Source: an optimization exercise on an open RTL-to-GDS flow (aim: small area). Production flows keep margins and buffers that such runs may drop.
Where RTL was checked, it was by simulation tests only, not by an equivalence proof against the original.
For runs 2 to 4, only the layout was checked, not whether the RTL still works.
Power and IR drop assume default switching activity.

==> flow/run.sh <==
#!/bin/bash
# synth_recipe.tcl (not shown) runs the flow's synth.tcl, then flattens the netlist and writes it again
# the make line also repeats each setting of config.mk as NAME=value (left out here)
make -C /OpenROAD-flow-scripts/flow DESIGN_CONFIG=/design/flow/config.mk WORK_HOME=/design/flow/orfs CLKGATE_MAP_FILE= SYNTH_SCRIPT=/design/flow/synth_recipe.tcl finish
==> flow/config.mk <==
export PLATFORM = sky130hd
export DESIGN_NAME = adb_device
export DESIGN_NICKNAME = adb_device
export VERILOG_FILES = /design/flow/design.v
export SDC_FILE = /design/flow/constraint.sdc
export NUM_CORES = 4
export LEC_CHECK = 0
export CAP_MARGIN = 20
export CORE_MARGIN = 2
export CORE_UTILIZATION = 40
export SLEW_MARGIN = 20
==> flow/constraint.sdc <==
create_clock -name core_clock -period 20.0 [get_ports {clk}]
set_input_delay 4.0000 -clock core_clock [delete_from_list [all_inputs] [get_ports {clk}]]
set_output_delay 4.0000 -clock core_clock [all_outputs]
set_load 0.01 [all_outputs]
==> flow/design.v <==
module adb_device (
    input  wire        clk,
    input  wire        rst_n,           
    input  wire        adb_in,          
    output wire        adb_drive_low,   
    input  wire        key_valid,       
    input  wire [7:0]  key_data,
    input  wire        mouse_valid,     
    input  wire [15:0] mouse_dx,
    input  wire [15:0] mouse_dy,
    input  wire        mouse_button,
    output reg  [7:0]  ctr_poll,
    output reg  [7:0]  ctr_talk_resp,
    output reg  [7:0]  ctr_bus_err,
    output reg  [7:0]  ctr_key_drop,
    output reg  [3:0]  last_bus_error
);
    localparam P_IDLE      = 4'd0;
    localparam P_WAIT_FALL = 4'd1;
    localparam P_ATTN      = 4'd2;
    localparam P_SYNC      = 4'd3;
    localparam P_CMD_LOW   = 4'd4;
    localparam P_CMD_HIGH  = 4'd5;
    localparam P_STOP      = 4'd6;
    localparam P_TALK      = 4'd7;
    localparam P_LWAIT     = 4'd9;
    localparam P_LRX_LOW   = 4'd10;
    localparam P_LRX_HIGH  = 4'd11;
    localparam P_LSTOP     = 4'd12;
    localparam D_NONE  = 2'd0;
    localparam D_KB_R2 = 2'd1;
    localparam D_KB_R3 = 2'd2;
    localparam D_MS_R3 = 2'd3;
    reg [3:0]  phase;
    reg        lastv;       
    reg [11:0] run;         
    reg [6:0]  offs;        
    reg [4:0]  nbits;       
    reg [15:0] shreg;       
    reg        srq;
    reg [1:0]  dest;
    reg [3:0]  kb_address;
    reg [7:0]  kb_handler;
    reg [15:0] kb_register2;
    reg [7:0]  fifo [0:31];
    reg [5:0]  count;
    reg [3:0]  ms_address;
    reg [7:0]  ms_handler;
    reg [31:0] ms_accum_dx;
    reg [31:0] ms_accum_dy;
    reg        ms_button_pressed;
    reg        ms_button_changed;
    wire v = adb_in;
    function [31:0] add32;
        input [31:0] a;
        input [31:0] b;
        input        cin;
        reg          c;
        integer      k;
        begin
            c = cin;
            for (k = 0; k < 32; k = k + 1) begin
                add32[k] = a[k] ^ b[k] ^ c;
                c        = (a[k] & b[k]) | (c & (a[k] ^ b[k]));
            end
        end
    endfunction
    function [31:0] inc32;
        input [31:0] a;
        input        cin;
        reg          c;
        integer      k;
        begin
            c = cin;
            for (k = 0; k < 32; k = k + 1) begin
                inc32[k] = a[k] ^ c;
                c        = a[k] & c;
            end
        end
    endfunction
    function [31:0] incdec32;
        input [31:0] a;
        input        en;
        input        dec;
        reg          c;
        integer      k;
        begin
            c = en;
            for (k = 0; k < 32; k = k + 1) begin
                incdec32[k] = a[k] ^ c;
                c           = (a[k] ^ dec) & c;
            end
        end
    endfunction
    wire tx_on   = (nbits[4:1] != 4'd0);                  
    wire tx_bit  = (nbits == 5'd2) | shreg[15];
    wire tx_low  = tx_bit ? (offs < 7'd35) : (offs < 7'd65);
    assign adb_drive_low = rst_n &&
                           (((phase == P_STOP) && srq && (run < 12'd300)) ||
                            ((phase == P_TALK) && tx_on && tx_low));
    wire        lowrun_2799 = !v && !lastv && (run == 12'd2799);
    wire        pending_kb = (count != 6'd0);
    wire        pending_ms = (ms_accum_dx != 32'd0) || (ms_accum_dy != 32'd0) ||
                             ms_button_changed;
    wire [3:0]  addr   = shreg[7:4];
    wire        hit_kb = (addr == kb_address);
    wire        hit_ms = !hit_kb && (addr == ms_address);
    wire        latch_srq = hit_kb ? pending_ms :
                            hit_ms ? pending_kb : (pending_kb || pending_ms);
    wire        bitval = (run < 12'd50);
    wire dx_pos = !ms_accum_dx[31] && (ms_accum_dx[30:6] != 25'd0);
    wire dx_neg =  ms_accum_dx[31] && (ms_accum_dx[30:6] != {25{1'b1}});
    wire dy_pos = !ms_accum_dy[31] && (ms_accum_dy[30:6] != 25'd0);
    wire dy_neg =  ms_accum_dy[31] && (ms_accum_dy[30:6] != {25{1'b1}});
    wire [6:0] dx7 = dx_pos ? 7'h3F : dx_neg ? 7'h40 : ms_accum_dx[6:0];
    wire [6:0] dy7 = dy_pos ? 7'h3F : dy_neg ? 7'h40 : ms_accum_dy[6:0];
    wire [3:0]  idx_odd  = incdec32({28'd0, count[4:1]}, 1'b1, 1'b1);
    wire [3:0]  idx_even = count[0] ? count[4:1] : idx_odd;
    wire [7:0]  rd_even  = fifo[{idx_even, 1'b0}];
    wire [7:0]  rd_odd   = fifo[{idx_odd, 1'b1}];
    wire [7:0]  fifo_hi  = count[0] ? rd_even : rd_odd;
    wire [7:0]  fifo_lo  = (count[5:1] == 5'd0) ? 8'hFF : (count[0] ? rd_odd : rd_even);
    reg [3:0]  n_phase;
    reg [6:0]  n_offs;
    reg [4:0]  n_nbits;
    reg [15:0] n_shreg;
    reg        n_srq;
    reg [1:0]  n_dest;
    reg        kb_rst, ms_rst, kb_flush, ms_flush;
    reg        kb_pop, ms_pop;
    reg        wr_r2, wr_kb_r3, wr_ms_r3;
    reg        err;
    reg [3:0]  err_code;
    reg        poll, talk_done;
    always @(*) begin
        n_phase   = phase;
        n_offs    = offs;
        n_nbits   = nbits;
        n_shreg   = shreg;
        n_srq     = srq;
        n_dest    = dest;
        kb_rst    = 1'b0;
        ms_rst    = 1'b0;
        kb_flush  = 1'b0;
        ms_flush  = 1'b0;
        kb_pop    = 1'b0;
        ms_pop    = 1'b0;
        wr_r2     = 1'b0;
        wr_kb_r3  = 1'b0;
        wr_ms_r3  = 1'b0;
        err       = 1'b0;
        err_code  = 4'd0;
        poll      = 1'b0;
        talk_done = 1'b0;
        if (lowrun_2799) begin
            kb_rst  = 1'b1;
            ms_rst  = 1'b1;
            n_phase = P_IDLE;
        end else begin
            case (phase)
                P_IDLE: begin
                    if (v) n_phase = P_WAIT_FALL;
                end
                P_WAIT_FALL: begin
                    if (!v) n_phase = P_ATTN;
                end
                P_ATTN: begin
                    if (v) begin
                        if (run >= 12'd560 && run <= 12'd1040) n_phase = P_SYNC;
                        else n_phase = P_WAIT_FALL;
                    end
                end
                P_SYNC: begin
                    if (v) begin
                        if (run >= 12'd95) begin err = 1'b1; err_code = 4'd1; end
                    end else begin
                        n_phase = P_CMD_LOW;
                        n_nbits = 5'd0;
                    end
                end
                P_CMD_LOW: begin
                    if (!v) begin
                        if (run >= 12'd80) begin err = 1'b1; err_code = 4'd2; end
                    end else begin
                        n_shreg = {shreg[14:0], bitval};
                        n_nbits = inc32({27'd0, nbits}, 1'b1);
                        n_phase = P_CMD_HIGH;
                    end
                end
                P_CMD_HIGH: begin
                    if (v) begin
                        if (run >= 12'd80) begin err = 1'b1; err_code = 4'd3; end
                    end else if (nbits[3] == 1'b0) begin
                        n_phase = P_CMD_LOW;
                    end else begin
                        n_srq   = latch_srq;
                        n_phase = P_STOP;
                    end
                end
                P_STOP: begin
                    if (!v) begin
                        if (run >= 12'd315) begin err = 1'b1; err_code = 4'd4; end
                    end else begin
                        poll    = 1'b1;
                        n_phase = P_WAIT_FALL;
                        n_offs  = 7'd1;
                        n_nbits = 5'd0;
                        if (hit_kb || hit_ms) begin
                            case (shreg[3:2])
                                2'b00: begin
                                    kb_rst = hit_kb;
                                    ms_rst = hit_ms;
                                end
                                2'b01: begin
                                    kb_flush = hit_kb;
                                    ms_flush = hit_ms;
                                end
                                2'b10: begin
                                    n_phase = P_LWAIT;
                                    n_dest  = hit_ms ? ((shreg[1:0] == 2'd3) ? D_MS_R3 : D_NONE) :
                                              (shreg[1:0] == 2'd2) ? D_KB_R2 :
                                              (shreg[1:0] == 2'd3) ? D_KB_R3 : D_NONE;
                                end
                                default: begin
                                    if (hit_kb) begin
                                        case (shreg[1:0])
                                            2'd0: begin
                                                if (pending_kb) begin
                                                    n_phase = P_TALK;
                                                    n_shreg = {fifo_hi, fifo_lo};
                                                    kb_pop  = 1'b1;
                                                end
                                            end
                                            2'd1: ;
                                            2'd2: begin
                                                n_phase = P_TALK;
                                                n_shreg = kb_register2;
                                            end
                                            default: begin
                                                n_phase = P_TALK;
                                                n_shreg = {4'h6, kb_address, kb_handler};
                                            end
                                        endcase
                                    end else begin
                                        case (shreg[1:0])
                                            2'd0: begin
                                                if (pending_ms) begin
                                                    n_phase = P_TALK;
                                                    n_shreg = {~ms_button_pressed, dy7, 1'b1, dx7};
                                                    ms_pop  = 1'b1;
                                                end
                                            end
                                            2'd3: begin
                                                n_phase = P_TALK;
                                                n_shreg = {4'h6, ms_address, ms_handler};
                                            end
                                            default: ;
                                        endcase
                                    end
                                end
                            endcase
                        end
                    end
                end
                P_TALK: begin
                    if (nbits == 5'd19 && offs == 7'd64) begin
                        n_phase   = P_IDLE;
                        talk_done = 1'b1;
                    end
                    if (offs == 7'd99) begin
                        n_offs  = 7'd0;
                        n_nbits = inc32({27'd0, nbits}, 1'b1);
                        if (nbits >= 5'd3)                     
                            n_shreg = {shreg[14:0], 1'b0};
                    end else begin
                        n_offs = inc32({25'd0, offs}, 1'b1);
                    end
                end
                P_LWAIT: begin
                    if (v) begin
                        if (run >= 12'd300) begin err = 1'b1; err_code = 4'd5; end
                    end else begin
                        n_phase = P_LRX_LOW;
                        n_nbits = 5'd0;
                    end
                end
                P_LRX_LOW: begin
                    if (!v) begin
                        if (run >= 12'd80) begin
                            err = 1'b1;
                            err_code = (nbits == 5'd0) ? 4'd6 : 4'd7;
                        end
                    end else if (nbits == 5'd0) begin
                        if (!bitval) begin
                            err = 1'b1; err_code = 4'd6;
                        end else begin
                            n_nbits = 5'd1;
                            n_phase = P_LRX_HIGH;
                        end
                    end else begin
                        n_shreg = {shreg[14:0], bitval};
                        n_nbits = inc32({27'd0, nbits}, 1'b1);
                        n_phase = P_LRX_HIGH;
                    end
                end
                P_LRX_HIGH: begin
                    if (v) begin
                        if (run >= 12'd80) begin err = 1'b1; err_code = 4'd8; end
                    end else if (nbits != 5'd17) begin
                        n_phase = P_LRX_LOW;
                    end else begin
                        n_phase = P_LSTOP;
                    end
                end
                P_LSTOP: begin
                    if (!v) begin
                        if (run >= 12'd80) begin err = 1'b1; err_code = 4'd9; end
                    end else begin
                        wr_r2    = (dest == D_KB_R2);
                        wr_kb_r3 = (dest == D_KB_R3);
                        wr_ms_r3 = (dest == D_MS_R3);
                        n_phase  = P_WAIT_FALL;
                    end
                end
                default: n_phase = P_IDLE;
            endcase
            if (err) n_phase = v ? P_WAIT_FALL : P_IDLE;
        end
    end
    wire addr_ok = (shreg[11:8] != 4'h0) && (shreg[15:8] != 8'hFE);
    wire hndl_ok = (shreg[7:0] != 8'h00) && (shreg[7:0] != 8'hFE);
    wire       kb_clr   = kb_rst || kb_flush;
    wire       pop2     = kb_pop && (count[5:1] != 5'd0);
    wire       full     = count[5] && !kb_pop && !kb_clr;
    wire       push     = key_valid && !full;
    wire [5:0] cnt_delta = !kb_pop ? {5'd0, push} :
                           !pop2   ? (push ? 6'h00 : 6'h3F) :
                                     (push ? 6'h3F : 6'h3E);
    wire ms_clr = ms_rst || ms_flush;
    function [31:0] acc_next;
        input [31:0] acc;
        input        pos, neg, pop, clr, valid;
        input [15:0] d;
        reg   [31:0] base;
        reg   [15:0] dv;
        reg   [31:0] hi;
        reg   [31:0] op;
        begin
            base = (clr || (pop && !pos && !neg)) ? 32'd0 : acc;
            dv   = valid ? d : 16'd0;
            hi   = incdec32({21'd0, dv[15], dv[15:6]}, pop && (pos || neg), pos);
            op   = {{15{hi[10]}}, hi[10:0], dv[5:0]};
            acc_next = add32(base, op, pop && pos);
        end
    endfunction
    wire [31:0] n_acc_dx = acc_next(ms_accum_dx, dx_pos, dx_neg, ms_pop, ms_clr, mouse_valid, mouse_dx);
    wire [31:0] n_acc_dy = acc_next(ms_accum_dy, dy_pos, dy_neg, ms_pop, ms_clr, mouse_valid, mouse_dy);
    wire btn_step = ms_rst ? 1'b0 : ms_button_pressed;
    wire chg_step = (ms_clr || ms_pop) ? 1'b0 : ms_button_changed;
    wire btn_evt  = mouse_valid && (mouse_button != btn_step);
    integer i;
    always @(posedge clk) begin
        if (push) begin
            fifo[0] <= key_data;
            for (i = 1; i < 32; i = i + 1)
                fifo[i] <= fifo[i - 1];
        end
    end
    always @(posedge clk) begin
        lastv  <= v;
        run    <= (v != lastv) ? 12'd1 : inc32({20'd0, run}, !(run[11] && run[10])) ;
        offs   <= n_offs;
        nbits  <= n_nbits;
        shreg  <= n_shreg;
        srq    <= n_srq;
        dest   <= n_dest;
        if (!rst_n) begin
            lastv             <= 1'b1;
            phase             <= P_IDLE;
            kb_address        <= 4'd2;
            kb_handler        <= 8'h02;
            kb_register2      <= 16'hFFFF;
            count             <= 6'd0;
            ms_address        <= 4'd3;
            ms_handler        <= 8'h02;
            ms_accum_dx       <= 32'd0;
            ms_accum_dy       <= 32'd0;
            ms_button_pressed <= 1'b0;
            ms_button_changed <= 1'b0;
            ctr_poll          <= 8'd0;
            ctr_talk_resp     <= 8'd0;
            ctr_bus_err       <= 8'd0;
            ctr_key_drop      <= 8'd0;
            last_bus_error    <= 4'd0;
        end else begin
            phase <= n_phase;
            if (kb_rst) begin
                kb_address   <= 4'd2;
                kb_handler   <= 8'h02;
                kb_register2 <= 16'hFFFF;
            end else begin
                if (wr_r2) kb_register2 <= shreg;
                if (wr_kb_r3 && addr_ok) kb_address <= shreg[11:8];
                if (wr_kb_r3 && hndl_ok) kb_handler <= shreg[7:0];
            end
            if (ms_rst) begin
                ms_address <= 4'd3;
                ms_handler <= 8'h02;
            end else begin
                if (wr_ms_r3 && addr_ok) ms_address <= shreg[11:8];
                if (wr_ms_r3 && hndl_ok) ms_handler <= shreg[7:0];
            end
            count             <= kb_clr ? {5'd0, push} :
                                 add32({26'd0, count}, {26'd0, cnt_delta}, 1'b0);
            ms_accum_dx       <= n_acc_dx;
            ms_accum_dy       <= n_acc_dy;
            ms_button_pressed <= btn_evt ? mouse_button : btn_step;
            ms_button_changed <= btn_evt | chg_step;
            ctr_poll      <= inc32({24'd0, ctr_poll}, poll);
            ctr_talk_resp <= inc32({24'd0, ctr_talk_resp}, talk_done);
            if (err) begin
                ctr_bus_err    <= inc32({24'd0, ctr_bus_err}, 1'b1);
                last_bus_error <= err_code;
            end
            ctr_key_drop <= inc32({24'd0, ctr_key_drop}, key_valid && full);
        end
    end
endmodule
==> impl_metrics.prom, run 1 <==
# TYPE chip_impl_metric gauge
chip_impl_info{name="cpMostUsedCell",value="fa_1"} 1
chip_impl_info{name="dominant_combinational_cell_family_by_area_after_synthesis",value="simple AND/OR/NAND/NOR gates"} 1
chip_impl_metric{name="wl_per_cell",unit="um"} 20.4
chip_impl_metric{name="powerDensity",unit="nW/um^2"} 92.8
chip_impl_info{name="most_common_library_cell_in_the_layout_ignoring_fill_and_taps",value="edfxtp_1"} 1
chip_impl_metric{name="io_buffer_count",unit=""} 82
chip_impl_metric{name="post_cts_setup_buffers",unit=""} 0
chip_impl_info{name="cp-end-kind",value="flip-flop"} 1
chip_impl_metric{name="final_hold_violations",unit=""} 0
chip_impl_metric{name="internal_reg_to_reg_setup_slack",unit="ns"} 5.84
chip_impl_metric{name="detailroute.via_count",unit=""} 16400
chip_impl_metric{name="highest_clock_frequency_the_design_can_meet",unit="MHz"} 56.6
chip_impl_metric{name="dr.pass1.iters",unit=""} 6
chip_impl_metric{name="setup_viol_count_final",unit=""} 0
chip_impl_metric{name="gp_congestion",unit=""} 0.890
chip_impl_metric{name="synthCells",unit=""} 2031
chip_impl_metric{name="cap_violations",unit=""} 0
chip_impl_metric{name="grt_first_pass_wirelength",unit="mm"} 91.2
chip_impl_metric{name="post_synth_instance_area",unit="um^2"} 22500
chip_impl_metric{name="routed_wire_length",unit="mm"} 58.3
chip_impl_info{name="hp-start",value="fifo[25][4]$_DFFE_PP_"} 1
chip_impl_metric{name="ir_drop_worst_case_vdd",unit="mV"} 0.0656
chip_impl_metric{name="route.antenna.remaining_nets",unit=""} 0
chip_impl_info{name="critical_path.reg2reg.startpoint",value="phase[1]$_SDFFE_PP0P_"} 1
chip_impl_metric{name="final.min_clock_period",unit="ns"} 17.68
chip_impl_metric{name="post_route_cells_drive_above_1_share",unit="%"} 7.43
chip_impl_metric{name="synth-async-reset-ratio",unit="%"} 0
chip_impl_metric{name="clk_pin_slew",unit="ns"} 0.06
chip_impl_metric{name="worst_skew_pair.late_latency",unit="ns"} 0.63
chip_impl_metric{name="detailedRoute.firstIterationViolations",unit=""} 1697
chip_impl_metric{name="detail_route.vias_per_cell",unit=""} 5.73
chip_impl_metric{name="antenna-diode-count",unit=""} 0
chip_impl_metric{name="number_of_flops_mapped_to_enable_cells_by_yosys",unit=""} 287
chip_impl_metric{name="synth_simple_gate_area_share",unit="%"} 17.7
chip_impl_info{name="min_to",value="fifo[26][4]$_DFFE_PP_"} 1
chip_impl_metric{name="core_region_area",unit="um^2"} 55300
chip_impl_metric{name="start_util",unit="%"} 40.7
chip_impl_metric{name="vias_in_the_first_global_route",unit=""} 16200
chip_impl_metric{name="xor_xnor_share_of_the_synthesized_area",unit="%"} 1.32
chip_impl_metric{name="critical_path_peak_fanout",unit=""} 17
chip_impl_metric{name="cpPeakStageDelay",unit="ns"} 0.82
chip_impl_info{name="timing.hold.worst.class",value="flip-flop to flip-flop"} 1
chip_impl_metric{name="syn-mean-instance-area",unit="um^2"} 11.1
chip_impl_metric{name="worstPathArrival",unit="ns"} 18.16
chip_impl_metric{name="place.detailed.hpwl",unit="mm"} 38.7
chip_impl_metric{name="synth_fa_ha_area_share",unit="%"} 9.48
chip_impl_metric{name="whs_path_depth",unit=""} 0
chip_impl_metric{name="tritoncts.num_buffers",unit=""} 50
chip_impl_metric{name="flow.area_growth_from_synthesis",unit="%"} 14.6
chip_impl_info{name="outcome",value="finished clean"} 1
chip_impl_metric{name="period_share",unit="%"} 88.4
chip_impl_metric{name="postCtsHoldBufs",unit=""} 0
chip_impl_metric{name="num_io_pins",unit=""} 83
chip_impl_metric{name="synth-seq-area-share",unit="%"} 53.0
chip_impl_metric{name="fp-row-count",unit=""} 86
chip_impl_metric{name="h_tree_depth_reported_by_cts",unit=""} 2
chip_impl_metric{name="initial_antenna_violation_count",unit=""} 0
chip_impl_metric{name="global_route.overflow_total",unit=""} 0
chip_impl_info{name="worstSetupStartpointType",value="primary input"} 1
chip_impl_info{name="critPathKind",value="primary input to flip-flop"} 1
chip_impl_metric{name="report.final.slew_viol_count",unit=""} 0
chip_impl_info{name="worst_path_max_delay_cell",value="clkdlybuf4s50_1"} 1
chip_impl_metric{name="area_of_the_die",unit="um^2"} 58100
chip_impl_metric{name="post_synth_num_cell_types",unit=""} 88
chip_impl_metric{name="syn-num-nets",unit=""} 2207
chip_impl_metric{name="number_of_warnings_reported_in_the_yosys_synthesis_log",unit=""} 2
chip_impl_metric{name="worst_r2r_path_depth",unit=""} 41
chip_impl_info{name="clock_tree_from_tritoncts",value="yes"} 1
chip_impl_metric{name="tightestPinTransition",unit="ns"} 1.13
chip_impl_metric{name="slew_headroom",unit="%"} 23.4
chip_impl_metric{name="cts.sink_count",unit=""} 452
chip_impl_metric{name="fin_setup_tns",unit="ns"} 0
chip_impl_metric{name="cts.repair.resized",unit=""} 0
chip_impl_info{name="rsz0062_at_grt",value="no"} 1
chip_impl_metric{name="clk_path_buf_depth",unit=""} 3
chip_impl_metric{name="grt_usage",unit="%"} 20.1
chip_impl_info{name="clk_root_buffer_cell",value="clkbuf_16"} 1
chip_impl_info{name="synthFlopType",value="edfxtp_1"} 1
chip_impl_info{name="layout.cells.most_common_list",value="edfxtp_1, nand2_1, dfxtp_1"} 1
chip_impl_metric{name="fin_skew",unit="ns"} 0.0471
chip_impl_metric{name="final_nets",unit=""} 2252
chip_impl_metric{name="die_h",unit="um"} 241
chip_impl_metric{name="power_leakage",unit="nW"} 9.24
chip_impl_metric{name="die_w",unit="um"} 241
chip_impl_metric{name="detail_route.drc_violations",unit=""} 0
chip_impl_metric{name="critical_path_data_required_time",unit="ns"} 20.48
chip_impl_metric{name="yosys_register_bits",unit=""} 452
chip_impl_metric{name="finalPower",unit="W"} 0.00239
chip_impl_metric{name="pin_count_of_the_biggest_net_entering_global_routing",unit=""} 187
chip_impl_info{name="worst_r2r_endpoint",value="ms_accum_dy[31]$_SDFF_PN0_"} 1
chip_impl_metric{name="synth_compound_area_share",unit="%"} 12.9
chip_impl_metric{name="synth.mux.area_fraction",unit="%"} 2.64
## critical path: cells and delay by family
family / cells / cell delay [ns]
buf+inv: 4 / 1.33
compound gates: 1 / 0.34
simple gates: 5 / 1.34
xor+xnor: 2 / 0.28
fa+ha+maj: 32 / 10.87
## how the worst max path moves through the flow
stage	from	to	slack, ns	depth (start not counted)
after floorplan	adb_in	ms_accum_dy[31]$_SDFF_PN0_	3.54	44
after global placement	adb_in	ms_accum_dy[31]$_SDFF_PN0_	2.08	44
after detailed placement	adb_in	ms_accum_dy[31]$_SDFF_PN0_	1.84	44
after CTS	adb_in	ms_accum_dy[31]$_SDFF_PN0_	2.41	44
after global routing	adb_in	ms_accum_dy[31]$_SDFF_PN0_	1.67	44
final	adb_in	ms_accum_dy[31]$_SDFF_PN0_	2.32	44
## state kept, by name, indices dropped and copies added, names as in the netlist, 5 cells and up
name           flops
fifo             256
ms_accum_dx       32
ms_accum_dy       32
kb_register2      16
shreg             16
run               12
ctr_bus_err        8
ctr_key_drop       8
ctr_poll           8
ctr_talk_resp      8
kb_handler         8
ms_handler         8
offs               7
count              6
nbits              5
## kinds of logic after synthesis
| family | after synthesis |
|---|---|
| AND/OR/NAND/NOR | 768 |
| buffers and inverters | 165 |
| XOR/XNOR | 33 |
| adder cells (fa/ha/maj) | 131 |
| multiplexers | 54 |
| flip-flops | 452 |
| AO/OA/AOI/OAI | 428 |
## metal layers
| layer | wire, um | vias up | track usage, % |
|---|---|---|---|
| met4 | 1830 | 0 | 7.56 |
| li1 | - | 7627 | - |
| met5 | 0 | - | 0 |
| met3 | 4350 | 94 | 3.53 |
| met1 | 25800 | 8035 | 28.3 |
| met2 | 26400 | 652 | 30.9 |
## Yosys cell counts (all sizes together), types with 7 or more instances
cell type,number,area (um^2)
a21oi,96,484
clkbuf,90,338
ha,64,801
o21a,9,67.6
dfxtp,165,3300
fa,66,1320
and3,13,81.3
a222oi,15,150
nor2b,68,425
nand2,211,792
mux2i,38,380
o22ai,14,87.6
edfxtp,287,8620
a32oi,7,61.3
or2,13,81.3
a221o,8,80.1
a211oi,12,90.1
nor4,22,159
xnor2,17,156
nand2b,19,119
buf,33,163
and4,10,90.1
and2,90,563
nor2,110,413
nor3,42,210
or3,16,100
o21ai,97,485
a31oi,25,156
a311oi,10,87.6
a221oi,38,339
nand4,34,213
o211ai,14,119
inv,37,139
a22oi,21,158
xor2,16,140
nand3,82,410
a22o,7,61.3
nor3b,10,75.1
mux2,13,146
## where the power goes
| group | switching (W) | internal, W | total, W | leakage, nW |
|---|---|---|---|---|
| clock | 0.000392 | 0.000560 | 0.000952 | 0.828 |
| combinational | 0.000207 | 0.000123 | 0.000330 | 4.26 |
| sequential | 0.0000507 | 0.00106 | 0.00111 | 4.15 |
| total | 0.000649 | 0.00174 | 0.00239 | 9.24 |
## final cells by class
type	instances	area, um^2
clock buffers	67	1400
fillers	5132	29500
inverters	42	158
multi-input cells	1414	9960
clock inverters	23	315
repair buffers	116	1080
flip-flops and latches	452	11900
well taps	748	936
## per-stage QoR
stage	worst slack (ns)	area, um^2	hold slack (ns)	util (%)	cells
floorplan	3.54	22500	0.417	-	2031
global placement	2.08	24100	0.425	43.5	2772
detailed placement	1.84	24100	0.433	43.5	2772
CTS	2.41	25800	0.436	46.6	2862
global route	1.67	25800	0.451	46.6	2862
finish	2.32	25800	0.427	46.6	2862
==> inputs of run 2 (changes only) <==
--- a/flow/design.v
+++ b/flow/design.v
@@ -31,6 +31,7 @@
     localparam D_KB_R2 = 2'd1;
     localparam D_KB_R3 = 2'd2;
     localparam D_MS_R3 = 2'd3;
+    localparam D_KEY2  = 2'd3;
     reg [3:0]  phase;
     reg        lastv;       
     reg [11:0] run;         
@@ -43,14 +44,15 @@
     reg [7:0]  kb_handler;
     reg [15:0] kb_register2;
     reg [7:0]  fifo [0:31];
-    reg [5:0]  count;
+    reg [5:0]  last;        
     reg [3:0]  ms_address;
     reg [7:0]  ms_handler;
     reg [31:0] ms_accum_dx;
     reg [31:0] ms_accum_dy;
     reg        ms_button_pressed;
     reg        ms_button_changed;
-    wire v = adb_in;
+    wire v  = adb_in;
+    wire rs = !rst_n;
     function [31:0] add32;
         input [31:0] a;
         input [31:0] b;
@@ -99,7 +101,7 @@
                            (((phase == P_STOP) && srq && (run < 12'd300)) ||
                             ((phase == P_TALK) && tx_on && tx_low));
     wire        lowrun_2799 = !v && !lastv && (run == 12'd2799);
-    wire        pending_kb = (count != 6'd0);
+    wire        pending_kb = !last[5];
     wire        pending_ms = (ms_accum_dx != 32'd0) || (ms_accum_dy != 32'd0) ||
                              ms_button_changed;
     wire [3:0]  addr   = shreg[7:4];
@@ -114,12 +116,7 @@
     wire dy_neg =  ms_accum_dy[31] && (ms_accum_dy[30:6] != {25{1'b1}});
     wire [6:0] dx7 = dx_pos ? 7'h3F : dx_neg ? 7'h40 : ms_accum_dx[6:0];
     wire [6:0] dy7 = dy_pos ? 7'h3F : dy_neg ? 7'h40 : ms_accum_dy[6:0];
-    wire [3:0]  idx_odd  = incdec32({28'd0, count[4:1]}, 1'b1, 1'b1);
-    wire [3:0]  idx_even = count[0] ? count[4:1] : idx_odd;
-    wire [7:0]  rd_even  = fifo[{idx_even, 1'b0}];
-    wire [7:0]  rd_odd   = fifo[{idx_odd, 1'b1}];
-    wire [7:0]  fifo_hi  = count[0] ? rd_even : rd_odd;
-    wire [7:0]  fifo_lo  = (count[5:1] == 5'd0) ? 8'hFF : (count[0] ? rd_odd : rd_even);
+    wire [7:0]  rd     = fifo[last[4:0]];
     reg [3:0]  n_phase;
     reg [6:0]  n_offs;
     reg [4:0]  n_nbits;
@@ -205,6 +202,7 @@
                         n_phase = P_WAIT_FALL;
                         n_offs  = 7'd1;
                         n_nbits = 5'd0;
+                        n_dest  = D_NONE;
                         if (hit_kb || hit_ms) begin
                             case (shreg[3:2])
                                 2'b00: begin
@@ -227,8 +225,9 @@
                                             2'd0: begin
                                                 if (pending_kb) begin
                                                     n_phase = P_TALK;
-                                                    n_shreg = {fifo_hi, fifo_lo};
+                                                    n_shreg = {rd, 8'hFF};
                                                     kb_pop  = 1'b1;
+                                                    if (last[4:0] != 5'd0) n_dest = D_KEY2;
                                                 end
                                             end
                                             2'd1: ;
@@ -263,6 +262,11 @@
                     end
                 end
                 P_TALK: begin
+                    if (dest == D_KEY2) begin
+                        n_shreg[7:0] = rd;
+                        n_dest       = D_NONE;
+                        kb_pop       = 1'b1;
+                    end
                     if (nbits == 5'd19 && offs == 7'd64) begin
                         n_phase   = P_IDLE;
                         talk_done = 1'b1;
@@ -329,14 +333,15 @@
     end
     wire addr_ok = (shreg[11:8] != 4'h0) && (shreg[15:8] != 8'hFE);
     wire hndl_ok = (shreg[7:0] != 8'h00) && (shreg[7:0] != 8'hFE);
-    wire       kb_clr   = kb_rst || kb_flush;
-    wire       pop2     = kb_pop && (count[5:1] != 5'd0);
-    wire       full     = count[5] && !kb_pop && !kb_clr;
-    wire       push     = key_valid && !full;
-    wire [5:0] cnt_delta = !kb_pop ? {5'd0, push} :
-                           !pop2   ? (push ? 6'h00 : 6'h3F) :
-                                     (push ? 6'h3F : 6'h3E);
-    wire ms_clr = ms_rst || ms_flush;
+    wire kb_init = kb_rst || rs;
+    wire ms_init = ms_rst || rs;
+    wire       kb_clr   = kb_init || kb_flush;
+    wire       full     = (last == 6'd31) && !kb_pop && !kb_clr;
+    wire       push     = key_valid && !full && rst_n;
+    wire [5:0] n_last   = kb_clr ? {6{!push}} :
+                          incdec32({26'd0, last}, push ^ kb_pop, kb_pop);
+    wire ms_clr   = ms_init || ms_flush;
+    wire ms_valid = mouse_valid && rst_n;
     function [31:0] acc_next;
         input [31:0] acc;
         input        pos, neg, pop, clr, valid;
@@ -353,11 +358,11 @@
             acc_next = add32(base, op, pop && pos);
         end
     endfunction
-    wire [31:0] n_acc_dx = acc_next(ms_accum_dx, dx_pos, dx_neg, ms_pop, ms_clr, mouse_valid, mouse_dx);
-    wire [31:0] n_acc_dy = acc_next(ms_accum_dy, dy_pos, dy_neg, ms_pop, ms_clr, mouse_valid, mouse_dy);
-    wire btn_step = ms_rst ? 1'b0 : ms_button_pressed;
+    wire [31:0] n_acc_dx = acc_next(ms_accum_dx, dx_pos, dx_neg, ms_pop && rst_n, ms_clr, ms_valid, mouse_dx);
+    wire [31:0] n_acc_dy = acc_next(ms_accum_dy, dy_pos, dy_neg, ms_pop && rst_n, ms_clr, ms_valid, mouse_dy);
+    wire btn_step = ms_init ? 1'b0 : ms_button_pressed;
     wire chg_step = (ms_clr || ms_pop) ? 1'b0 : ms_button_changed;
-    wire btn_evt  = mouse_valid && (mouse_button != btn_step);
+    wire btn_evt  = ms_valid && (mouse_button != btn_step);
     integer i;
     always @(posedge clk) begin
         if (push) begin
@@ -367,62 +372,47 @@
         end
     end
     always @(posedge clk) begin
-        lastv  <= v;
-        run    <= (v != lastv) ? 12'd1 : inc32({20'd0, run}, !(run[11] && run[10])) ;
+        lastv  <= v || rs;
+        run    <= (v != lastv) ? 12'd1 : inc32({20'd0, run}, !(run[11] && run[10]));
         offs   <= n_offs;
         nbits  <= n_nbits;
         shreg  <= n_shreg;
         srq    <= n_srq;
         dest   <= n_dest;
-        if (!rst_n) begin
-            lastv             <= 1'b1;
-            phase             <= P_IDLE;
-            kb_address        <= 4'd2;
-            kb_handler        <= 8'h02;
-            kb_register2      <= 16'hFFFF;
-            count             <= 6'd0;
-            ms_address        <= 4'd3;
-            ms_handler        <= 8'h02;
-            ms_accum_dx       <= 32'd0;
-            ms_accum_dy       <= 32'd0;
-            ms_button_pressed <= 1'b0;
-            ms_button_changed <= 1'b0;
-            ctr_poll          <= 8'd0;
-            ctr_talk_resp     <= 8'd0;
-            ctr_bus_err       <= 8'd0;
-            ctr_key_drop      <= 8'd0;
-            last_bus_error    <= 4'd0;
+        phase  <= rs ? P_IDLE : n_phase;
+        if (kb_init) begin
+            kb_address   <= 4'd2;
+            kb_handler   <= 8'h02;
+            kb_register2 <= 16'hFFFF;
+        end else begin
+            if (wr_r2) kb_register2 <= shreg;
+            if (wr_kb_r3 && addr_ok) kb_address <= shreg[11:8];
+            if (wr_kb_r3 && hndl_ok) kb_handler <= shreg[7:0];
+        end
+        if (ms_init) begin
+            ms_address <= 4'd3;
+            ms_handler <= 8'h02;
+        end else begin
+            if (wr_ms_r3 && addr_ok) ms_address <= shreg[11:8];
+            if (wr_ms_r3 && hndl_ok) ms_handler <= shreg[7:0];
+        end
+        last              <= n_last;
+        ms_accum_dx       <= n_acc_dx;
+        ms_accum_dy       <= n_acc_dy;
+        ms_button_pressed <= btn_evt ? mouse_button : btn_step;
+        ms_button_changed <= btn_evt | chg_step;
+        if (rs) begin
+            ctr_poll       <= 8'd0;
+            ctr_talk_resp  <= 8'd0;
+            ctr_bus_err    <= 8'd0;
+            ctr_key_drop   <= 8'd0;
+            last_bus_error <= 4'd0;
         end else begin
-            phase <= n_phase;
-            if (kb_rst) begin
-                kb_address   <= 4'd2;
-                kb_handler   <= 8'h02;
-                kb_register2 <= 16'hFFFF;
-            end else begin
-                if (wr_r2) kb_register2 <= shreg;
-                if (wr_kb_r3 && addr_ok) kb_address <= shreg[11:8];
-                if (wr_kb_r3 && hndl_ok) kb_handler <= shreg[7:0];
-            end
-            if (ms_rst) begin
-                ms_address <= 4'd3;
-                ms_handler <= 8'h02;
-            end else begin
-                if (wr_ms_r3 && addr_ok) ms_address <= shreg[11:8];
-                if (wr_ms_r3 && hndl_ok) ms_handler <= shreg[7:0];
-            end
-            count             <= kb_clr ? {5'd0, push} :
-                                 add32({26'd0, count}, {26'd0, cnt_delta}, 1'b0);
-            ms_accum_dx       <= n_acc_dx;
-            ms_accum_dy       <= n_acc_dy;
-            ms_button_pressed <= btn_evt ? mouse_button : btn_step;
-            ms_button_changed <= btn_evt | chg_step;
             ctr_poll      <= inc32({24'd0, ctr_poll}, poll);
             ctr_talk_resp <= inc32({24'd0, ctr_talk_resp}, talk_done);
-            if (err) begin
-                ctr_bus_err    <= inc32({24'd0, ctr_bus_err}, 1'b1);
-                last_bus_error <= err_code;
-            end
-            ctr_key_drop <= inc32({24'd0, ctr_key_drop}, key_valid && full);
+            ctr_bus_err   <= inc32({24'd0, ctr_bus_err}, err);
+            ctr_key_drop  <= inc32({24'd0, ctr_key_drop}, key_valid && full);
+            if (err) last_bus_error <= err_code;
         end
     end
 endmodule
--- a/flow/config.mk
+++ b/flow/config.mk
@@ -7,5 +7,7 @@
 export LEC_CHECK = 0
 export CAP_MARGIN = 20
 export CORE_MARGIN = 2
-export CORE_UTILIZATION = 40
+export CORE_UTILIZATION = 60
+export CTS_BUF_LIST = sky130_fd_sc_hd__clkbuf_2 sky130_fd_sc_hd__clkbuf_4
+export CTS_CLUSTER_SIZE = 20
 export SLEW_MARGIN = 20
==> run 2 against run 1 <==
Compared with the run above:
- clock power fell by 13%
- critical endpoint is now ms_accum_dx[31]$_DFF_P_
- fmax is 2.8% higher
- wire length decreased by 4.4%
- die area decreased by 36%
- critical path type unchanged
- design area fell by 6.0%
- core utilization rose by 22 points
- sequential cell count stayed put
- still clean
- total power down 10%
==> impl_metrics.prom, run 2 <==
# TYPE chip_impl_metric gauge
chip_impl_metric{name="tightestPinTransition",unit="ns"} 1.22
chip_impl_metric{name="setup_viol_count_final",unit=""} 0
chip_impl_info{name="critPathLaunch",value="adb_in"} 1
chip_impl_metric{name="final_nets",unit=""} 2164
chip_impl_info{name="worst_path_max_delay_cell",value="clkdlybuf4s50_1"} 1
chip_impl_metric{name="h_tree_depth_reported_by_cts",unit=""} 3
chip_impl_info{name="rsz0062_at_grt",value="no"} 1
chip_impl_metric{name="tritoncts.num_buffers",unit=""} 116
chip_impl_metric{name="initial_antenna_violation_count",unit=""} 2
chip_impl_info{name="clk_root_buffer_cell",value="clkbuf_4"} 1
chip_impl_metric{name="clk_path_buf_depth",unit=""} 3
chip_impl_metric{name="ir_drop_worst_case_vdd",unit="mV"} 0.0747
chip_impl_info{name="most_common_library_cell_in_the_layout_ignoring_fill_and_taps",value="edfxtp_1"} 1
chip_impl_metric{name="fp-row-count",unit=""} 69
chip_impl_metric{name="fin_skew",unit="ns"} 0.0743
chip_impl_metric{name="area_of_the_die",unit="um^2"} 37100
chip_impl_info{name="worstSetupStartpointType",value="primary input"} 1
chip_impl_metric{name="cts.sink_count",unit=""} 452
chip_impl_metric{name="global_route.overflow_total",unit=""} 0
chip_impl_metric{name="highest_clock_frequency_the_design_can_meet",unit="MHz"} 58.1
chip_impl_metric{name="pin_count_of_the_biggest_net_entering_global_routing",unit=""} 95
chip_impl_info{name="synth.top_cells.by_area",value="edfxtp_1, dfxtp_1, fa_1, ha_1, nand2_1"} 1
chip_impl_metric{name="worstPathArrival",unit="ns"} 17.89
chip_impl_metric{name="slew_headroom",unit="%"} 18.1
chip_impl_metric{name="fin_setup_tns",unit="ns"} 0
chip_impl_metric{name="num_io_pins",unit=""} 83
chip_impl_info{name="cp-end-kind",value="flip-flop"} 1
chip_impl_metric{name="period_share",unit="%"} 86.0
chip_impl_metric{name="postCtsHoldBufs",unit=""} 0
chip_impl_metric{name="detail_route.drc_violations",unit=""} 0
chip_impl_metric{name="wl_per_cell",unit="um"} 21.8
chip_impl_metric{name="synth-async-reset-ratio",unit="%"} 0
chip_impl_info{name="clock_tree_from_tritoncts",value="yes"} 1
chip_impl_info{name="hp-start",value="fifo[28][2]$_DFFE_PP_"} 1
chip_impl_info{name="layout.cells.most_common_list",value="edfxtp_1, nand2_1, clkbuf_4"} 1
chip_impl_info{name="timing.hold.worst.class",value="flip-flop to flip-flop"} 1
chip_impl_metric{name="flow.area_growth_from_synthesis",unit="%"} 13.5
chip_impl_metric{name="number_of_warnings_reported_in_the_yosys_synthesis_log",unit=""} 2
chip_impl_info{name="synth_most_common_cell",value="edfxtp_1"} 1
chip_impl_metric{name="clk_pin_slew",unit="ns"} 0.07
chip_impl_metric{name="detail_route.wirelength.met1",unit="mm"} 21.6
chip_impl_metric{name="route.met2.wl",unit="mm"} 26.8
chip_impl_metric{name="die_h",unit="um"} 193
chip_impl_metric{name="detailroute.wirelength.met3",unit="mm"} 4.52
chip_impl_metric{name="critical_path_data_required_time",unit="ns"} 20.68
chip_impl_info{name="critPathKind",value="primary input to flip-flop"} 1
chip_impl_metric{name="cts.repair.resized",unit=""} 0
chip_impl_metric{name="synthCells",unit=""} 1855
chip_impl_metric{name="core_region_area",unit="um^2"} 35300
chip_impl_metric{name="placedInstanceArea",unit="um^2"} 22600
chip_impl_metric{name="routed_wire_length",unit="mm"} 55.8
chip_impl_metric{name="route.antenna.remaining_nets",unit=""} 0
chip_impl_info{name="top_regs",value="fifo: 256 flops, ms_accum_dx: 32 flops, ms_accum_dy: 32 flops"} 1
chip_impl_metric{name="post_route_cells_drive_above_1_share",unit="%"} 12.0
chip_impl_metric{name="finish.instance_area",unit="um^2"} 24200
chip_impl_metric{name="largest_register_ff_count",unit=""} 256
chip_impl_metric{name="detail_route.vias_per_cell",unit=""} 6.22
chip_impl_metric{name="die_w",unit="um"} 193
chip_impl_metric{name="synth_top_area_share",unit="%"} 40.4
chip_impl_metric{name="final.min_clock_period",unit="ns"} 17.21
chip_impl_metric{name="report.final.slew_viol_count",unit=""} 0
chip_impl_metric{name="syn-num-nets",unit=""} 2020
chip_impl_metric{name="post_cts_setup_buffers",unit=""} 0
chip_impl_metric{name="io_buffer_count",unit=""} 82
chip_impl_metric{name="vias_in_the_first_global_route",unit=""} 15400
chip_impl_metric{name="start_util",unit="%"} 60.4
chip_impl_metric{name="place.detailed.hpwl",unit="mm"} 38.4
chip_impl_info{name="synth.largest_area_cell",value="edfxtp_1"} 1
chip_impl_info{name="top_register",value="fifo"} 1
chip_impl_info{name="outcome",value="finished clean"} 1
chip_impl_metric{name="critical_path_peak_fanout",unit=""} 32
chip_impl_info{name="critical_path.reg2reg.startpoint",value="shreg[7]$_DFFE_PP_"} 1
chip_impl_metric{name="powerDensity",unit="nW/um^2"} 88.8
chip_impl_metric{name="grt_first_pass_wirelength",unit="mm"} 85.7
chip_impl_metric{name="post_synth_num_cell_types",unit=""} 84
chip_impl_info{name="cpMostUsedCell",value="fa_1"} 1
chip_impl_info{name="synth_top_cells_by_count",value="edfxtp_1, nand2_1, dfxtp_1"} 1
chip_impl_info{name="synthFlopType",value="edfxtp_1"} 1
chip_impl_metric{name="gp_congestion",unit=""} 0.901
chip_impl_metric{name="cap_violations",unit=""} 0
chip_impl_metric{name="dr.pass1.iters",unit=""} 6
chip_impl_metric{name="detailedRoute.firstIterationViolations",unit=""} 1747
chip_impl_info{name="top_layer_used",value="met4"} 1
chip_impl_metric{name="detailroute.via_count",unit=""} 15900
chip_impl_metric{name="syn-mean-instance-area",unit="um^2"} 11.5
chip_impl_metric{name="final_hold_violations",unit=""} 0
chip_impl_metric{name="post_synth_instance_area",unit="um^2"} 21300
chip_impl_metric{name="cpPeakStageDelay",unit="ns"} 0.63
chip_impl_metric{name="grt_usage",unit="%"} 30.4
chip_impl_metric{name="number_of_flops_mapped_to_enable_cells_by_yosys",unit=""} 287
chip_impl_metric{name="yosys_register_bits",unit=""} 452
chip_impl_metric{name="power_leakage",unit="nW"} 9.17
chip_impl_metric{name="worst_skew_pair.late_latency",unit="ns"} 0.88
chip_impl_metric{name="synth-seq-area-share",unit="%"} 55.9
run 2: changes by cell type after synthesis, moves of 13 or more:
cell,change
a22oi_1,+64
nor2b_1,-43
inv_1,+38
nand3_1,-28
o21ai_0,-27
nand2_1,-25
a221oi_1,-23
a21oi_1,-22
and2_1,-21
clkbuf_1,-21
buf_2,-14
nor2_1,+13
run 2: power by group:
part           internal, W  switching [W]
clock network     0.000444       0.000388
logic            0.0000779       0.000146
registers          0.00105      0.0000480
run 2: worst max-delay path: cells and delay by family:
family,cells,cell delay (ns)
AO/OA/AOI/OAI,2,0.32
XOR/XNOR,2,0.31
adder cells (fa/ha/maj),32,10.73
buffers and inverters,5,1.33
AND/OR/NAND/NOR,4,1.20
run 2: routing by layer:
metal,GRT usage (%),vias to the layer above
li1,-,7298
met1,37.9,7681
met2,50.1,751
met3,6.62,182
met4,16.0,0
met5,0,-
run 2: final timing paths:
path	to	slack, ns	depth (start not counted)
worst min register to register	fifo[29][2]$_DFFE_PP_	0.42	0
worst max-delay path	ms_accum_dx[31]$_DFF_P_	2.79	45
worst max register to register	ms_accum_dx[31]$_DFF_P_	6.15	42
worst min-delay path	fifo[29][2]$_DFFE_PP_	0.42	0
run 2: cell type report:
| cell class | count | area (um^2) |
|---|---|---|
| multi-input cells | 1247 | 8850 |
| inverters | 75 | 282 |
| fillers | 2702 | 11100 |
| clock inverters | 37 | 246 |
| clock buffers | 177 | 1330 |
| well taps | 461 | 577 |
| flip-flops and latches | 452 | 11900 |
| repair buffers | 107 | 1010 |
| diodes | 4 | 10.0 |
run 2: cell families after synthesis:
kind of cell               Yosys count  synth area share (%)
muxes                               44                  2.14
and+or+nand+nor                    657                  15.6
xor gates and xnor gates            33                  1.35
DFF                                452                  55.9
adders and majority gates          119                  9.16
buffers and inverters              156                  2.83
AOI/OAI and AO/OA                  394                  13.0
run 2: metrics by stage:
| step | utilization [%] | hold slack, ns | setup WS (ns) | power (W) | std cells |
|---|---|---|---|---|---|
| after global routing | 68.6 | 0.450 | 2.12 | 0.00224 | 2559 |
| after global placement | 64.0 | 0.424 | 2.29 | 0.00133 | 2341 |
| after floorplan | - | 0.417 | 3.49 | 0.00124 | 1855 |
| after CTS | 68.5 | 0.443 | 2.81 | 0.00216 | 2556 |
| after detailed placement | 64.1 | 0.433 | 1.94 | 0.00133 | 2342 |
| final | 68.6 | 0.418 | 2.79 | 0.00215 | 2560 |
==> inputs of run 3 (changes only) <==
--- a/flow/config.mk
+++ b/flow/config.mk
@@ -7,7 +7,6 @@
 export LEC_CHECK = 0
 export CAP_MARGIN = 20
 export CORE_MARGIN = 2
-export CORE_UTILIZATION = 60
-export CTS_BUF_LIST = sky130_fd_sc_hd__clkbuf_2 sky130_fd_sc_hd__clkbuf_4
-export CTS_CLUSTER_SIZE = 20
+export CORE_UTILIZATION = 40
+export CTS_BUF_LIST = sky130_fd_sc_hd__clkbuf_4
 export SLEW_MARGIN = 20
==> run 3 against run 2 <==
Compared with the run above:
- first-iteration DRC count shrank 3.0%
- design area grew 1.6%
- clock skew shrank 0.024 ns
- non-clock buffer count grew 2
- fmax grew 0.24%
- still clean
- wire length grew 6.1%
- worst setup slack gained 0.041 ns
- clock power grew 4.9%
- combinational power is essentially flat
==> impl_metrics.prom, run 3 <==
# TYPE chip_impl_metric gauge
chip_impl_info{name="synthFlopType",value="edfxtp_1"} 1
chip_impl_metric{name="clk_pin_slew",unit="ns"} 0.07
chip_impl_metric{name="seqPwrFrac",unit="%"} 49.9
chip_impl_metric{name="cpPeakStageDelay",unit="ns"} 0.67
chip_impl_metric{name="postCtsHoldBufs",unit=""} 0
chip_impl_metric{name="vias_in_the_first_global_route",unit=""} 15900
chip_impl_metric{name="gp_congestion",unit=""} 0.892
chip_impl_metric{name="pin_count_of_the_biggest_net_entering_global_routing",unit=""} 198
chip_impl_metric{name="syn-num-nets",unit=""} 2020
chip_impl_info{name="worstSetupStartpointType",value="primary input"} 1
chip_impl_metric{name="clk_path_buf_depth",unit=""} 3
chip_impl_metric{name="wl_per_cell",unit="um"} 21.1
chip_impl_metric{name="clock_power_share",unit="%"} 39.8
chip_impl_metric{name="slew_headroom",unit="%"} 21.4
chip_impl_metric{name="critical_path_data_required_time",unit="ns"} 20.82
chip_impl_metric{name="period_share",unit="%"} 85.8
chip_impl_metric{name="finalPower",unit="W"} 0.00219
chip_impl_metric{name="worstPathArrival",unit="ns"} 17.98
chip_impl_metric{name="route.antenna.remaining_nets",unit=""} 0
chip_impl_info{name="cpMostUsedCell",value="fa_1"} 1
chip_impl_metric{name="routed_wire_length",unit="mm"} 59.1
chip_impl_metric{name="syn-mean-instance-area",unit="um^2"} 11.5
chip_impl_metric{name="detailroute.via_count",unit=""} 16000
chip_impl_info{name="top_regs",value="fifo: 256 flops, ms_accum_dx: 32 flops, ms_accum_dy: 32 flops"} 1
chip_impl_info{name="clock_tree_from_tritoncts",value="yes"} 1
chip_impl_metric{name="synth-seq-area-share",unit="%"} 55.9
chip_impl_metric{name="worst_r2r_path_depth",unit=""} 40
chip_impl_metric{name="ir_drop_worst_case_vdd",unit="mV"} 0.0625
chip_impl_metric{name="yosys_register_bits",unit=""} 452
chip_impl_metric{name="synth-async-reset-ratio",unit="%"} 0
chip_impl_metric{name="finalNonFillerCells",unit=""} 2805
chip_impl_metric{name="post_synth_instance_area",unit="um^2"} 21300
chip_impl_metric{name="h_tree_depth_reported_by_cts",unit=""} 4
chip_impl_info{name="worst_path_max_delay_cell",value="clkdlybuf4s50_1"} 1
chip_impl_metric{name="number_of_warnings_reported_in_the_yosys_synthesis_log",unit=""} 2
chip_impl_metric{name="number_of_flops_mapped_to_enable_cells_by_yosys",unit=""} 287
chip_impl_metric{name="core_region_area",unit="um^2"} 52700
chip_impl_metric{name="largest_register_ff_count",unit=""} 256
chip_impl_metric{name="critical_path_peak_fanout",unit=""} 32
chip_impl_metric{name="num_io_pins",unit=""} 83
chip_impl_metric{name="powerDensity",unit="nW/um^2"} 89.1
chip_impl_info{name="synth.largest_area_cell",value="edfxtp_1"} 1
chip_impl_metric{name="area_of_the_die",unit="um^2"} 55200
chip_impl_metric{name="placed_cells_incl_taps",unit=""} 2571
chip_impl_metric{name="grt_usage",unit="%"} 21.3
chip_impl_metric{name="swShare",unit="%"} 27.6
chip_impl_metric{name="detail_route.drc_violations",unit=""} 0
chip_impl_metric{name="synth_top_area_share",unit="%"} 40.4
chip_impl_info{name="critical_path.reg2reg.startpoint",value="phase[1]$_SDFFE_PP0P_"} 1
chip_impl_metric{name="final.min_clock_period",unit="ns"} 17.17
chip_impl_metric{name="fin_skew",unit="ns"} 0.0506
chip_impl_metric{name="final_hold_violations",unit=""} 0
chip_impl_info{name="synth.top_cells.by_area",value="edfxtp_1, dfxtp_1, fa_1, ha_1, nand2_1"} 1
chip_impl_metric{name="detail_route.vias_per_cell",unit=""} 5.69
chip_impl_metric{name="intPower",unit="W"} 0.00159
chip_impl_info{name="timing.hold.worst.class",value="flip-flop to flip-flop"} 1
chip_impl_metric{name="flow.area_growth_from_synthesis",unit="%"} 15.4
chip_impl_info{name="synth_most_common_cell",value="edfxtp_1"} 1
chip_impl_metric{name="start_util",unit="%"} 40.5
chip_impl_info{name="rsz0062_at_grt",value="no"} 1
chip_impl_info{name="top_register",value="fifo"} 1
chip_impl_info{name="hp-start",value="fifo[19][3]$_DFFE_PP_"} 1
chip_impl_metric{name="p_switching",unit="W"} 0.000605
chip_impl_info{name="most_common_library_cell_in_the_layout_ignoring_fill_and_taps",value="edfxtp_1"} 1
chip_impl_metric{name="place.detailed.hpwl",unit="mm"} 39.9
chip_impl_info{name="worst_r2r_endpoint",value="ms_accum_dy[31]$_DFF_P_"} 1
chip_impl_info{name="outcome",value="finished clean"} 1
chip_impl_metric{name="post_synth_num_cell_types",unit=""} 84
chip_impl_info{name="cp-end-kind",value="flip-flop"} 1
chip_impl_info{name="min_to",value="fifo[20][3]$_DFFE_PP_"} 1
chip_impl_metric{name="fin_setup_tns",unit="ns"} 0
chip_impl_metric{name="post_cts_setup_buffers",unit=""} 0
chip_impl_metric{name="whs_path_depth",unit=""} 0
chip_impl_metric{name="power_leakage",unit="nW"} 9.23
chip_impl_info{name="clk_root_buffer_cell",value="clkbuf_4"} 1
chip_impl_metric{name="comb_power_share",unit="%"} 10.3
chip_impl_metric{name="detailedRoute.firstIterationViolations",unit=""} 1695
chip_impl_metric{name="synthCells",unit=""} 1855
chip_impl_metric{name="fp-row-count",unit=""} 84
chip_impl_metric{name="highest_clock_frequency_the_design_can_meet",unit="MHz"} 58.2
chip_impl_metric{name="tritoncts.num_buffers",unit=""} 131
chip_impl_metric{name="grt_first_pass_wirelength",unit="mm"} 90.8
chip_impl_info{name="layout.cells.most_common_list",value="edfxtp_1, clkbuf_4, nand2_1"} 1
chip_impl_metric{name="internal_reg_to_reg_setup_slack",unit="ns"} 6.04
chip_impl_metric{name="global_route.overflow_total",unit=""} 0
chip_impl_metric{name="final_nets",unit=""} 2181
chip_impl_metric{name="cts.repair.resized",unit=""} 0
chip_impl_info{name="critPathKind",value="primary input to flip-flop"} 1
chip_impl_metric{name="setup_viol_count_final",unit=""} 0
chip_impl_metric{name="die_w",unit="um"} 235
chip_impl_metric{name="report.final.slew_viol_count",unit=""} 0
chip_impl_metric{name="initial_antenna_violation_count",unit=""} 2
chip_impl_metric{name="tightestPinTransition",unit="ns"} 1.18
chip_impl_metric{name="cts.sink_count",unit=""} 452
chip_impl_metric{name="die_h",unit="um"} 235
chip_impl_info{name="synth_top_cells_by_count",value="edfxtp_1, nand2_1, dfxtp_1"} 1
chip_impl_metric{name="dr.pass1.iters",unit=""} 5
chip_impl_metric{name="io_buffer_count",unit=""} 82
chip_impl_metric{name="worst_skew_pair.late_latency",unit="ns"} 0.96
chip_impl_metric{name="cap_violations",unit=""} 0
chip_impl_metric{name="post_route_cells_drive_above_1_share",unit="%"} 12.9
==> run 3: cell counts after synthesis <==
No cell type changed its count.
==> run 3: layout make-up <==
type	instances	area, um^2
Inverter	75	282
Clock buffer	189	1420
Multi-Input combinational cell	1247	8850
Fill cell	4816	28000
Antenna cell	6	15.0
Sequential cell	452	11900
Timing Repair Buffer	109	1030
Tap cell	688	861
Clock inverter	39	238
==> run 3: worst max path at each step <==
stage / start / slack [ns] / cells past startpoint / to
2_1_floorplan: adb_in / 3.49 / 44 / ms_accum_dy[31]$_DFF_P_
4_1_cts: adb_in / 2.90 / 45 / ms_accum_dy[31]$_DFF_P_
5_1_grt: adb_in / 2.26 / 45 / ms_accum_dx[31]$_DFF_P_
6_report: adb_in / 2.83 / 45 / ms_accum_dy[31]$_DFF_P_
3_5_place_dp: adb_in / 1.90 / 45 / ms_accum_dy[31]$_DFF_P_
3_3_place_gp: adb_in / 2.16 / 45 / ms_accum_dy[31]$_DFF_P_
==> run 3: power by group through the flow <==
stage | combinational (W) | clock [W] | sequential (W)
after global routing | 0.000248 | 0.000946 | 0.00110
after floorplan | 0.000152 | 0 | 0.00109
after detailed placement | 0.000222 | 0 | 0.00111
after global placement | 0.000218 | 0 | 0.00111
final | 0.000225 | 0.000872 | 0.00110
after CTS | 0.000223 | 0.000898 | 0.00109
==> run 3: through the flow <==
stage | utilization (%) | cell area [um^2] | setup WS, ns | hold WS, ns
after floorplan | - | 21300 | 3.49 | 0.417
after global placement | 43.5 | 22900 | 2.16 | 0.428
after detailed placement | 43.6 | 22900 | 1.90 | 0.433
after CTS | 46.7 | 24600 | 2.90 | 0.432
after global routing | 46.7 | 24600 | 2.26 | 0.447
final | 46.8 | 24600 | 2.83 | 0.433
==> run 3: cells by family (layout without fill, tap and decap cells) <==
family / count (synthesis) / in the layout / share of synthesized area, %
buffers and inverters: 156 / 412 / 2.83
multiplexers: 44 / 44 / 2.14
AND/OR/NAND/NOR: 657 / 657 / 15.6
flip-flops: 452 / 452 / 55.9
XOR/XNOR: 33 / 33 / 1.35
AO/OA/AOI/OAI: 394 / 394 / 13.0
adder cells (fa/ha/maj): 119 / 119 / 9.16
other: 0 / 6 / 0
==> run 3: worst max-delay path: cells and delay by family <==
kind                     cells  cell delay (ns)
adder cells (fa/ha/maj)     32            10.76
XOR/XNOR                     2             0.30
AO/OA/AOI/OAI                2             0.30
AND/OR/NAND/NOR              4             1.20
buffers and inverters        5             1.42
==> run 3: per-layer routing <==
metal  wire (um)  GRT usage [%]  up-vias
met5           0              0        -
li1            -              -     7320
met3        4890           5.04      126
met4        1960           9.99        0
met2       28200           34.3      776
met1       24100           27.0     7739
==> inputs of run 4 (changes only) <==
==> flow/flow/run.sh (new file) <==
#!/bin/bash
# The standard layout (standard.sh), with two changes to what it inserts:
#  - ports are buffered with the smallest buffer (buf_1);
#  - the clock tree uses clkbuf_4 cells and no dummy loads.
# Each run's full output goes to a log file in this folder.
set -e
export BUFFER_PORTS_ARGS="-buffer_cell sky130_fd_sc_hd__buf_1"
export CTS_ARGS="-sink_clustering_enable -repair_clock_nets -dont_use_dummy_load -buf_list sky130_fd_sc_hd__clkbuf_4"
bash standard.sh > standard.log 2>&1
==> flow/standard.sh (new file) <==
#!/bin/bash
# synth_recipe.tcl (not shown) runs the flow's synth.tcl, then flattens the netlist and writes it again
# the make line also repeats each setting of config.mk as NAME=value (left out here)
make -C /OpenROAD-flow-scripts/flow DESIGN_CONFIG=/design/flow/config.mk WORK_HOME=/design/flow/orfs CLKGATE_MAP_FILE= SYNTH_SCRIPT=/design/flow/synth_recipe.tcl "${@:-finish}"
--- a/flow/config.mk
+++ b/flow/config.mk
@@ -7,6 +7,5 @@
 export LEC_CHECK = 0
 export CAP_MARGIN = 20
 export CORE_MARGIN = 2
-export CORE_UTILIZATION = 40
-export CTS_BUF_LIST = sky130_fd_sc_hd__clkbuf_4
+export CORE_UTILIZATION = 60
 export SLEW_MARGIN = 20
removed: flow/run.sh
==> run 4 against run 3 <==
Compared with the run above:
- critical path depth unchanged
- core utilization up 18 points
- worst hold slack worse by 0.027 ns
- worst setup slack better by 0.30 ns
- clock-buffer cell count down 77
- fmax up 1.8%
- wire length down 6.8%
- sequential power about the same
==> impl_metrics.prom, run 4 <==
# TYPE chip_impl_metric gauge
chip_impl_info{name="outcome",value="finished clean"} 1
chip_impl_metric{name="slew_headroom",unit="%"} 20.2
chip_impl_metric{name="power_leakage",unit="nW"} 8.54
chip_impl_info{name="synth_most_common_cell",value="edfxtp_1"} 1
chip_impl_metric{name="start_util",unit="%"} 60.4
chip_impl_metric{name="final_hold_violations",unit=""} 0
chip_impl_info{name="top_regs",value="fifo: 256 flops, ms_accum_dx: 32 flops, ms_accum_dy: 32 flops"} 1
chip_impl_metric{name="tritoncts.num_buffers",unit=""} 112
chip_impl_info{name="clk_root_buffer_cell",value="clkbuf_4"} 1
chip_impl_metric{name="area_of_the_die",unit="um^2"} 37100
chip_impl_info{name="synth.top_cells.by_area",value="edfxtp_1, dfxtp_1, fa_1, ha_1, nand2_1"} 1
chip_impl_info{name="clock_tree_from_tritoncts",value="yes"} 1
chip_impl_info{name="timing.hold.worst.class",value="flip-flop to flip-flop"} 1
chip_impl_metric{name="place.detailed.hpwl",unit="mm"} 38.1
chip_impl_metric{name="wl_per_cell",unit="um"} 22.4
chip_impl_metric{name="cts.repair.resized",unit=""} 0
chip_impl_metric{name="detail_route.vias_per_cell",unit=""} 6.36
chip_impl_metric{name="die_w",unit="um"} 193
chip_impl_metric{name="period_share",unit="%"} 84.3
chip_impl_metric{name="fin_skew",unit="ns"} 0.106
chip_impl_metric{name="h_tree_depth_reported_by_cts",unit=""} 3
chip_impl_info{name="worst_path_max_delay_cell",value="fa_1"} 1
chip_impl_metric{name="dr.pass1.iters",unit=""} 6
chip_impl_metric{name="critical_path_data_required_time",unit="ns"} 20.63
chip_impl_metric{name="synth-seq-area-share",unit="%"} 55.9
chip_impl_metric{name="initial_antenna_violation_count",unit=""} 2
chip_impl_metric{name="cap_violations",unit=""} 0
chip_impl_info{name="synthFlopType",value="edfxtp_1"} 1
chip_impl_metric{name="syn-mean-instance-area",unit="um^2"} 11.5
chip_impl_metric{name="tightestPinTransition",unit="ns"} 1.19
chip_impl_metric{name="fp-row-count",unit=""} 69
chip_impl_metric{name="critical_path_peak_fanout",unit=""} 32
chip_impl_metric{name="die_h",unit="um"} 193
chip_impl_metric{name="grt_usage",unit="%"} 30.6
chip_impl_metric{name="vias_in_the_first_global_route",unit=""} 15200
chip_impl_info{name="cpMostUsedCell",value="fa_1"} 1
chip_impl_metric{name="largest_register_ff_count",unit=""} 256
chip_impl_info{name="critical-path-top-delay-family",value="adder cells"} 1
chip_impl_metric{name="highest_clock_frequency_the_design_can_meet",unit="MHz"} 59.3
chip_impl_metric{name="number_of_warnings_reported_in_the_yosys_synthesis_log",unit=""} 2
chip_impl_metric{name="routed_wire_length",unit="mm"} 55.1
chip_impl_info{name="layout.cells.most_common_list",value="edfxtp_1, nand2_1, dfxtp_1"} 1
chip_impl_metric{name="synth-async-reset-ratio",unit="%"} 0
chip_impl_metric{name="powerDensity",unit="nW/um^2"} 82.3
chip_impl_metric{name="clk_path_buf_depth",unit=""} 3
chip_impl_metric{name="num_io_pins",unit=""} 83
chip_impl_info{name="worstSetupStartpointType",value="primary input"} 1
chip_impl_metric{name="route.antenna.remaining_nets",unit=""} 0
chip_impl_metric{name="post_cts_setup_buffers",unit=""} 0
## run 4: cell counts after synthesis
Identical to the previous run, type by type.
## run 4: where the power goes
part | switching (W) | total, W | leakage (nW) | internal (W)
clock network | 0.000327 | 0.000579 | 0.515 | 0.000252
registers | 0.0000491 | 0.00110 | 4.02 | 0.00105
logic | 0.000143 | 0.000215 | 4.01 | 0.0000717
## run 4: kinds of logic (layout without fill, tap and decap cells)
logic type	Yosys count	count (layout)	synth area share (%)
multiplexers	44	44	2.14
AO/OA/AOI/OAI	394	394	13.0
XOR/XNOR	33	33	1.35
other	0	3	0
buffers and inverters	156	292	2.83
adder cells (fa/ha/maj)	119	119	9.16
AND/OR/NAND/NOR	657	657	15.6
flip-flops	452	452	55.9
## run 4: path summary, 6_finish.rpt
path                           start                       to  slack (ns)  depth (start not counted)
max                           adb_in  ms_accum_dx[31]$_DFF_P_        3.14                         45
min             fifo[8][2]$_DFFE_PP_     fifo[9][2]$_DFFE_PP_        0.41                          0
max reg2reg  ms_accum_dy[11]$_DFF_P_  ms_accum_dx[31]$_DFF_P_        6.16                         42
min reg2reg     fifo[8][2]$_DFFE_PP_     fifo[9][2]$_DFFE_PP_        0.41                          0
## run 4: area by class of cell
cell class / instances / area share [%]
multi-input combinational: 1247 / 38.5
tap: 461 / 2.51
inverter: 75 / 1.23
timing repair buffer: 105 / 2.15
clock buffer: 112 / 3.66
sequential: 452 / 51.9
antenna: 3 / 0.0327
## run 4: layer usage
layer / wire length, um / global-route usage [%] / vias to the layer above
met4: 2340 / 13.7 / 0
met5: 0 / 0 / -
met3: 4190 / 6.24 / 159
met2: 27000 / 50.7 / 745
li1: - / - / 7165
met1: 21600 / 38.9 / 7541
## run 4: stage by stage
stage	instance area, um^2	hold slack [ns]	utilization [%]	setup slack, ns	std cells
floorplan	21300	0.417	-	3.49	1855
global placement	22100	0.428	62.6	2.69	2340
detailed placement	22100	0.432	62.6	2.36	2340
CTS	23000	0.411	65.0	3.21	2452
global route	23000	0.418	65.1	2.55	2455
finish	23000	0.406	65.1	3.14	2455

==> separate check: timing with driven ports <==
The results above use ideal ports. As a check the final layouts listed here were re-extracted and re-timed, cells and wires unchanged.
Step 1: set_driving_cell puts a clkbuf_16 on clk and a buf_2 on each other input, an assumption about the parent block.
Step 2, shift: input delay + t, output delay - t, t = (earliest + latest rising clock arrival at the registers) / 2. This alone moves slack from input paths to output paths.
Slacks: ideal / step 1 / step 2; pairs: ideal / step 1.
run | t (ns) | setup WS [ns] | worst hold slack (ns) | worst data-port slew with drivers (ns)
run 1 | 0.661 | 2.318 / 2.343 / 1.682 | 0.427 / 0.427 / 0.427 | 0.05
run 2 | 0.894 | 2.792 / 2.817 / 1.923 | 0.418 / 0.418 / 0.418 | 0.05
run 3 | 0.988 | 2.832 / 2.848 / 1.860 | 0.433 / 0.433 / 0.433 | 0.11
run 4 | 0.848 | 3.136 / 3.153 / 2.305 | 0.406 / 0.406 / 0.406 | 0.05
After both steps setup and hold are still met in every run listed. The setup slack of run 3, which loses most, moves by +0.016 ns with the drivers and by -0.972 ns with both steps.
